Source: an optimization exercise on an open RTL-to-GDS flow (aim: small area). Production flows keep margins and buffers that such runs may drop. In this exercise RTL edits were held to simulation tests only and were not proved equivalent to the original. The flow treats the clock pin as an ideal source, which a real chip does not have. No activity file was given, so power comes from the tool's default toggle rates.

==> flow/design.v (excerpt) <==
module irdata_core (
    input  wire        clk,
    input  wire        rst,           
    input  wire        cmd_valid,
    input  wire [79:0] cmd_word,
    output reg         busy,
    input  wire [7:0]  cap_len,
    output wire [7:0]  cap_addr,
    input  wire [15:0] cap_data,
    output wire        em_valid,
    output wire        em_mark,       
    output reg  [15:0] em_dur,        
    input  wire        em_ready,
    output reg  [2:0]  res_status,
    output reg         res_kind,
    output wire [2:0]  res_ctype,
    output reg  [6:0]  res_bits,
    output reg  [63:0] res_value,
    output wire [7:0]  res_proto
);
For scale: about 620 cells after synthesis, ~150 flip-flops, ~220 I/O pins, about 6600 sq um of cells after synthesis.
Settings: LEC_CHECK=0, CAP_MARGIN=20, CORE_MARGIN=2, CORE_UTILIZATION=40, SLEW_MARGIN=20; clock period 10.0 ns.
standard.sh (not shown) runs the stock make flow with config.mk's settings and CLKGATE_MAP_FILE= SYNTH_SCRIPT=/design/flow/synth_recipe.tcl, a recipe that flattens the netlist after the stock synthesis.
==> flow/flow/run.sh <==
#!/bin/bash
# Layout with ORFS through the standard.sh: the standard synthesis, then
# the standard steps with
#  - buf_1 port buffers,
#  - combinational cells sized down to their smallest drive before the
#    post-placement repair (flow/downsize.tcl),
#  - a clock tree of a clkbuf_8 root and clkbuf_4 leaves without dummy loads,
#    where a leaf whose flip-flops would see a slow clock slew is upsized to
#    clkbuf_8 (flow/clkfix.tcl).
# Each make step writes its own log under orfs/logs/; the make output goes to
# synth.log and layout.log here.
set -euo pipefail
here=$PWD
export PRE_RESIZE_TCL=$here/flow/downsize.tcl
export POST_CTS_TCL=$here/flow/clkfix.tcl
export CLKFIX_LIMIT_PS=100
bash standard.sh synth > synth.log 2>&1
bash standard.sh \
  "BUFFER_PORTS_ARGS=-buffer_cell sky130_fd_sc_hd__buf_1" \
  "CTS_ARGS=-sink_clustering_enable -repair_clock_nets -dont_use_dummy_load -sink_clustering_size 25 -root_buf sky130_fd_sc_hd__clkbuf_4 -buf_list sky130_fd_sc_hd__clkbuf_8" \
  "PRE_RESIZE_TCL=$here/flow/downsize.tcl" \
  "POST_CTS_TCL=$here/flow/clkfix.tcl" \
  finish > layout.log 2>&1
==> flow/flow/clkfix.tcl <==
estimate_parasitics -placement
set n_up 0
foreach inst [[ord::get_db_block] getInsts] {
  set m [[$inst getMaster] getName]
  if {$m ne "sky130_fd_sc_hd__clkbuf_4"} { continue }
  set worst 0.0
  set out [get_pins [$inst getName]/X]
  set net [get_nets -of_objects $out]
  foreach p [get_pins -of_objects $net -filter "direction==input"] {
    set s [get_property $p slew_max]
    if {$s > $worst} { set worst $s }
  }
  puts "clkfix: [$inst getName] worst sink slew [format %.1f [expr {$worst*1e3}]] ps"
  if {$worst > $::env(CLKFIX_LIMIT_PS)*1e-3} {
    replace_cell [get_cells [$inst getName]] sky130_fd_sc_hd__clkbuf_8
    incr n_up
  }
}
puts "clkfix: upsized $n_up clock buffers"
if {$n_up > 0} {
  detailed_placement
  estimate_parasitics -placement
}
Other scripts of this flow, unchanged in this note and not shown: flow/flow/downsize.tcl
The first run passed the timing, design-rule and antenna checks.
==> next run, changes <==
==> flow/flow/run.sh (replaced) <==
#!/bin/bash
# Layout with ORFS through the standard.sh: the standard synthesis, then
# the standard steps with
#  - buf_1 port buffers,
#  - combinational cells sized down to their smallest drive before the
#    post-placement repair (flow/downsize.tcl),
#  - a clock tree of a clkbuf_8 root and clkbuf_4 leaves without dummy loads,
#    where a leaf whose flip-flops would see a slow clock slew is upsized to
#    clkbuf_8 (flow/clkfix.tcl),
#  - the buffers that placement and CTS repair inserted sized down as far as
#    slew and capacitance limits allow (flow/bufdown.tcl).
# Each make step writes its own log under orfs/logs/; the make output goes to
# synth.log and layout.log here.
set -euo pipefail
here=$PWD
export PRE_RESIZE_TCL=$here/flow/downsize.tcl
export POST_CTS_TCL=$here/flow/postcts.tcl
export CLKFIX_LIMIT_PS=118
bash standard.sh synth > synth.log 2>&1
bash standard.sh \
  "BUFFER_PORTS_ARGS=-buffer_cell sky130_fd_sc_hd__buf_1" \
  "CTS_ARGS=-sink_clustering_enable -repair_clock_nets -dont_use_dummy_load -root_buf sky130_fd_sc_hd__clkbuf_8 -buf_list sky130_fd_sc_hd__clkbuf_4" \
  "PRE_RESIZE_TCL=$here/flow/downsize.tcl" \
  "POST_CTS_TCL=$here/flow/postcts.tcl" \
  finish > layout.log 2>&1
==> flow/flow/bufdown.tcl (new file) <==
set_max_transition 1.0 [current_design]
estimate_parasitics -placement
set base_slew [sta::max_slew_violation_count]
set base_cap [sta::max_capacitance_violation_count]
set saved 0.0
foreach inst [[ord::get_db_block] getInsts] {
  set m [[$inst getMaster] getName]
  if {![regexp {^sky130_fd_sc_hd__buf_([0-9]+)$} $m -> drive]} { continue }
  if {$drive == 1} { continue }
  set cell [get_cells [$inst getName]]
  set orig_area [get_property [get_lib_cells $m] area]
  foreach d {2 4 6 8 12} {
    if {$d >= $drive} { break }
    replace_cell $cell sky130_fd_sc_hd__buf_$d
    estimate_parasitics -placement
    if {[sta::max_slew_violation_count] <= $base_slew && [sta::max_capacitance_violation_count] <= $base_cap} {
      set saved [expr {$saved + $orig_area - [get_property [get_lib_cells sky130_fd_sc_hd__buf_$d] area]}]
      puts "bufdown: [$inst getName] $m -> buf_$d"
      set m ""
      break
    }
  }
  if {$m ne ""} { replace_cell $cell $m }
}
set_max_transition 1.5 [current_design]
estimate_parasitics -placement
puts "bufdown: saved [format %.1f $saved] um2"
detailed_placement
estimate_parasitics -placement
==> flow/flow/postcts.tcl (new file) <==
# After CTS: upsize slow clock leaves, then size repair buffers down.
set here [file dirname [info script]]
source $here/clkfix.tcl
source $here/bufdown.tcl
Settings changed: CORE_UTILIZATION 40 to 65.
Effect: Non-clock buffer count is lower by 1. Routed wire length is lower by roughly a tenth. Area after synthesis is unchanged. Fmax is lower by a few percent. Worst setup slack is worse by 0.24 ns. Critical path depth does not change.
==> next run, changes <==
==> flow/flow/run.sh (replaced) <==
#!/bin/bash
# Layout with ORFS through the standard.sh: the standard synthesis, then
# the standard steps with
#  - buf_1 port buffers,
#  - combinational cells sized down to their smallest drive before the
#    post-placement repair (flow/downsize.tcl),
#  - a clock tree of a clkbuf_8 root and clkbuf_4 leaves without dummy loads,
#    where a leaf whose flip-flops would see a slow clock slew is upsized to
#    clkbuf_8 (flow/clkfix.tcl).
# Each make step writes its own log under orfs/logs/; the make output goes to
# synth.log and layout.log here.
set -euo pipefail
here=$PWD
export PRE_RESIZE_TCL=$here/flow/downsize.tcl
export POST_CTS_TCL=$here/flow/clkfix.tcl
export CLKFIX_LIMIT_PS=100
bash standard.sh synth > synth.log 2>&1
bash standard.sh \
  "BUFFER_PORTS_ARGS=-buffer_cell sky130_fd_sc_hd__buf_1" \
  "CTS_ARGS=-sink_clustering_enable -repair_clock_nets -dont_use_dummy_load -sink_clustering_size 40 -root_buf sky130_fd_sc_hd__clkbuf_4 -buf_list sky130_fd_sc_hd__clkbuf_16" \
  "PRE_RESIZE_TCL=$here/flow/downsize.tcl" \
  "POST_CTS_TCL=$here/flow/clkfix.tcl" \
  finish > layout.log 2>&1
Settings changed: CORE_UTILIZATION 65 to 40.
removed: flow/flow/bufdown.tcl
removed: flow/flow/postcts.tcl
Result: Flip-flop and latch count stays the same; total power goes up by 19%; critical path depth does not change; die area goes up by 60%; clock-buffer cell count is unchanged.
==> next run, changes <==
==> flow/flow/run.sh (replaced) <==
#!/bin/bash
# Layout with ORFS through the standard.sh: the standard synthesis, then
# the standard steps with
#  - buf_1 port buffers,
#  - combinational cells sized down to their smallest drive before the
#    post-placement repair (flow/downsize.tcl),
#  - a clock tree of a clkbuf_8 root and clkbuf_4 leaves without dummy loads,
#    where a leaf whose flip-flops would see a slow clock slew is upsized to
#    clkbuf_8 (flow/clkfix.tcl),
#  - the buffers that placement and CTS repair inserted sized down as far as
#    slew and capacitance limits allow (flow/bufdown.tcl).
# Each make step writes its own log under orfs/logs/; the make output goes to
# synth.log and layout.log here.
set -euo pipefail
here=$PWD
export PRE_RESIZE_TCL=$here/flow/downsize.tcl
export POST_CTS_TCL=$here/flow/postcts.tcl
export CLKFIX_LIMIT_PS=118
bash standard.sh synth > synth.log 2>&1
bash standard.sh \
  "BUFFER_PORTS_ARGS=-buffer_cell sky130_fd_sc_hd__buf_1" \
  "CTS_ARGS=-sink_clustering_enable -repair_clock_nets -dont_use_dummy_load -root_buf sky130_fd_sc_hd__clkbuf_8 -buf_list sky130_fd_sc_hd__clkbuf_4" \
  "PRE_RESIZE_TCL=$here/flow/downsize.tcl" \
  "POST_CTS_TCL=$here/flow/postcts.tcl" \
  finish > layout.log 2>&1
==> flow/flow/bufdown.tcl (new file) <==
set_max_transition 1.0 [current_design]
estimate_parasitics -placement
set base_slew [sta::max_slew_violation_count]
set base_cap [sta::max_capacitance_violation_count]
set saved 0.0
foreach inst [[ord::get_db_block] getInsts] {
  set m [[$inst getMaster] getName]
  if {![regexp {^sky130_fd_sc_hd__buf_([0-9]+)$} $m -> drive]} { continue }
  if {$drive == 1} { continue }
  set cell [get_cells [$inst getName]]
  set orig_area [get_property [get_lib_cells $m] area]
  foreach d {2 4 6 8 12} {
    if {$d >= $drive} { break }
    replace_cell $cell sky130_fd_sc_hd__buf_$d
    estimate_parasitics -placement
    if {[sta::max_slew_violation_count] <= $base_slew && [sta::max_capacitance_violation_count] <= $base_cap} {
      set saved [expr {$saved + $orig_area - [get_property [get_lib_cells sky130_fd_sc_hd__buf_$d] area]}]
      puts "bufdown: [$inst getName] $m -> buf_$d"
      set m ""
      break
    }
  }
  if {$m ne ""} { replace_cell $cell $m }
}
set_max_transition 1.5 [current_design]
estimate_parasitics -placement
puts "bufdown: saved [format %.1f $saved] um2"
detailed_placement
estimate_parasitics -placement
==> flow/flow/postcts.tcl (new file) <==
# After CTS: upsize slow clock leaves, then size repair buffers down.
set here [file dirname [info script]]
source $here/clkfix.tcl
source $here/bufdown.tcl
Settings changed: CORE_UTILIZATION 40 to 75.
What happened:
- design area goes down by 5.6%
- die area went down by 45%
- via count goes up by 2.5%
- area after synthesis is unchanged
- setup slack got worse by 0.25 ns
- register-to-register slack degrades by 0.26 ns
- global-route usage went up by 12 points
==> next run, changes <==
--- a/flow/flow/run.sh
+++ b/flow/flow/run.sh
@@ -8,5 +8,3 @@
 #    where a leaf whose flip-flops would see a slow clock slew is upsized to
-#    clkbuf_8 (flow/clkfix.tcl),
-#  - the buffers that placement and CTS repair inserted sized down as far as
-#    slew and capacitance limits allow (flow/bufdown.tcl).
+#    clkbuf_8 (flow/clkfix.tcl).
 # Each make step writes its own log under orfs/logs/; the make output goes to
@@ -16,3 +14,3 @@
 export PRE_RESIZE_TCL=$here/flow/downsize.tcl
-export POST_CTS_TCL=$here/flow/postcts.tcl
+export POST_CTS_TCL=$here/flow/clkfix.tcl
 export CLKFIX_LIMIT_PS=118
@@ -23,3 +21,3 @@
   "PRE_RESIZE_TCL=$here/flow/downsize.tcl" \
-  "POST_CTS_TCL=$here/flow/postcts.tcl" \
+  "POST_CTS_TCL=$here/flow/clkfix.tcl" \
   finish > layout.log 2>&1
Settings changed: CORE_UTILIZATION 75 to 40.
removed: flow/flow/bufdown.tcl
removed: flow/flow/postcts.tcl
Total power increases by about 1.3%.
Routed wire length increases by 11%.
Global-route usage decreases by 13 points.
Setup slack is better by 0.33 ns.
Die area increases by about 80%.
Maximum frequency increases by about 6.5%.
Via count decreases by 2.9%.
First-iteration DRC count decreases by about 16%.
Flip-flop and latch count stays the same.
Count of clock-buffer cells in the layout does not change.
Cell area increases by 2.4%.
==> next run, changes <==
--- a/flow/flow/run.sh
+++ b/flow/flow/run.sh
@@ -8,3 +8,5 @@
 #    where a leaf whose flip-flops would see a slow clock slew is upsized to
-#    clkbuf_8 (flow/clkfix.tcl).
+#    clkbuf_8 (flow/clkfix.tcl),
+#  - the buffers that placement and CTS repair inserted sized down as far as
+#    slew and capacitance limits allow (flow/bufdown.tcl).
 # Each make step writes its own log under orfs/logs/; the make output goes to
@@ -14,3 +16,3 @@
 export PRE_RESIZE_TCL=$here/flow/downsize.tcl
-export POST_CTS_TCL=$here/flow/clkfix.tcl
+export POST_CTS_TCL=$here/flow/postcts.tcl
 export CLKFIX_LIMIT_PS=118
@@ -21,3 +23,3 @@
   "PRE_RESIZE_TCL=$here/flow/downsize.tcl" \
-  "POST_CTS_TCL=$here/flow/clkfix.tcl" \
+  "POST_CTS_TCL=$here/flow/postcts.tcl" \
   finish > layout.log 2>&1
==> flow/flow/bufdown.tcl (new file) <==
set_max_transition 1.2 [current_design]
estimate_parasitics -placement
set base_slew [sta::max_slew_violation_count]
set base_cap [sta::max_capacitance_violation_count]
set saved 0.0
foreach inst [[ord::get_db_block] getInsts] {
  set m [[$inst getMaster] getName]
  if {![regexp {^sky130_fd_sc_hd__buf_([0-9]+)$} $m -> drive]} { continue }
  if {$drive == 1} { continue }
  set cell [get_cells [$inst getName]]
  set orig_area [get_property [get_lib_cells $m] area]
  foreach d {2 4 6 8 12} {
    if {$d >= $drive} { break }
    replace_cell $cell sky130_fd_sc_hd__buf_$d
    estimate_parasitics -placement
    if {[sta::max_slew_violation_count] <= $base_slew && [sta::max_capacitance_violation_count] <= $base_cap} {
      set saved [expr {$saved + $orig_area - [get_property [get_lib_cells sky130_fd_sc_hd__buf_$d] area]}]
      puts "bufdown: [$inst getName] $m -> buf_$d"
      set m ""
      break
    }
  }
  if {$m ne ""} { replace_cell $cell $m }
}
set_max_transition 1.5 [current_design]
estimate_parasitics -placement
puts "bufdown: saved [format %.1f $saved] um2"
detailed_placement
estimate_parasitics -placement
==> flow/flow/postcts.tcl (new file) <==
# After CTS: upsize slow clock leaves, then size repair buffers down.
set here [file dirname [info script]]
source $here/clkfix.tcl
source $here/bufdown.tcl
The new run completed without violations; total power hardly moves; synthesized cell count does not change; final cell count hardly moves; routed wire length hardly moves; combinational power hardly moves; utilization barely changes; worst hold slack barely changes; fmax goes down by a few percent; worst setup slack is worse by 0.22 ns; final area is about the same; clock power is about the same.

[static timing again, ports no longer ideal]
Ports are ideal in the flow. The routed layouts listed here were re-timed in OpenROAD. Step 1 sets driving cells, clkbuf_16 on the clock port and buf_2 on the other inputs (assumed; they add their load-dependent delay and slew). Step 2 adds t to the input delays and takes it off the output delays; t is the mean of the earliest and latest rising clock arrival at the registers after step 1. Input paths then give back, and output paths get back, about the clock's delay inside the block. a / b / c = ideal / step 1 / step 2; a / b = the first two.
run	t, ns	slack for setup (ns)	slew at the worst register clock pin (ns)
the first run	0.460	4.975 / 4.941 / 5.401	0.08 / 0.08
the second run	0.436	4.735 / 4.701 / 5.097	0.10 / 0.10
the third run	0.547	4.873 / 4.838 / 5.385	0.06 / 0.06
the fourth run	0.436	4.627 / 4.593 / 5.030	0.11 / 0.11
the fifth run	0.446	4.957 / 4.922 / 5.368	0.11 / 0.11
the sixth run	0.443	4.733 / 4.699 / 5.097	0.11 / 0.11
After both steps setup and hold are still met in every run listed.
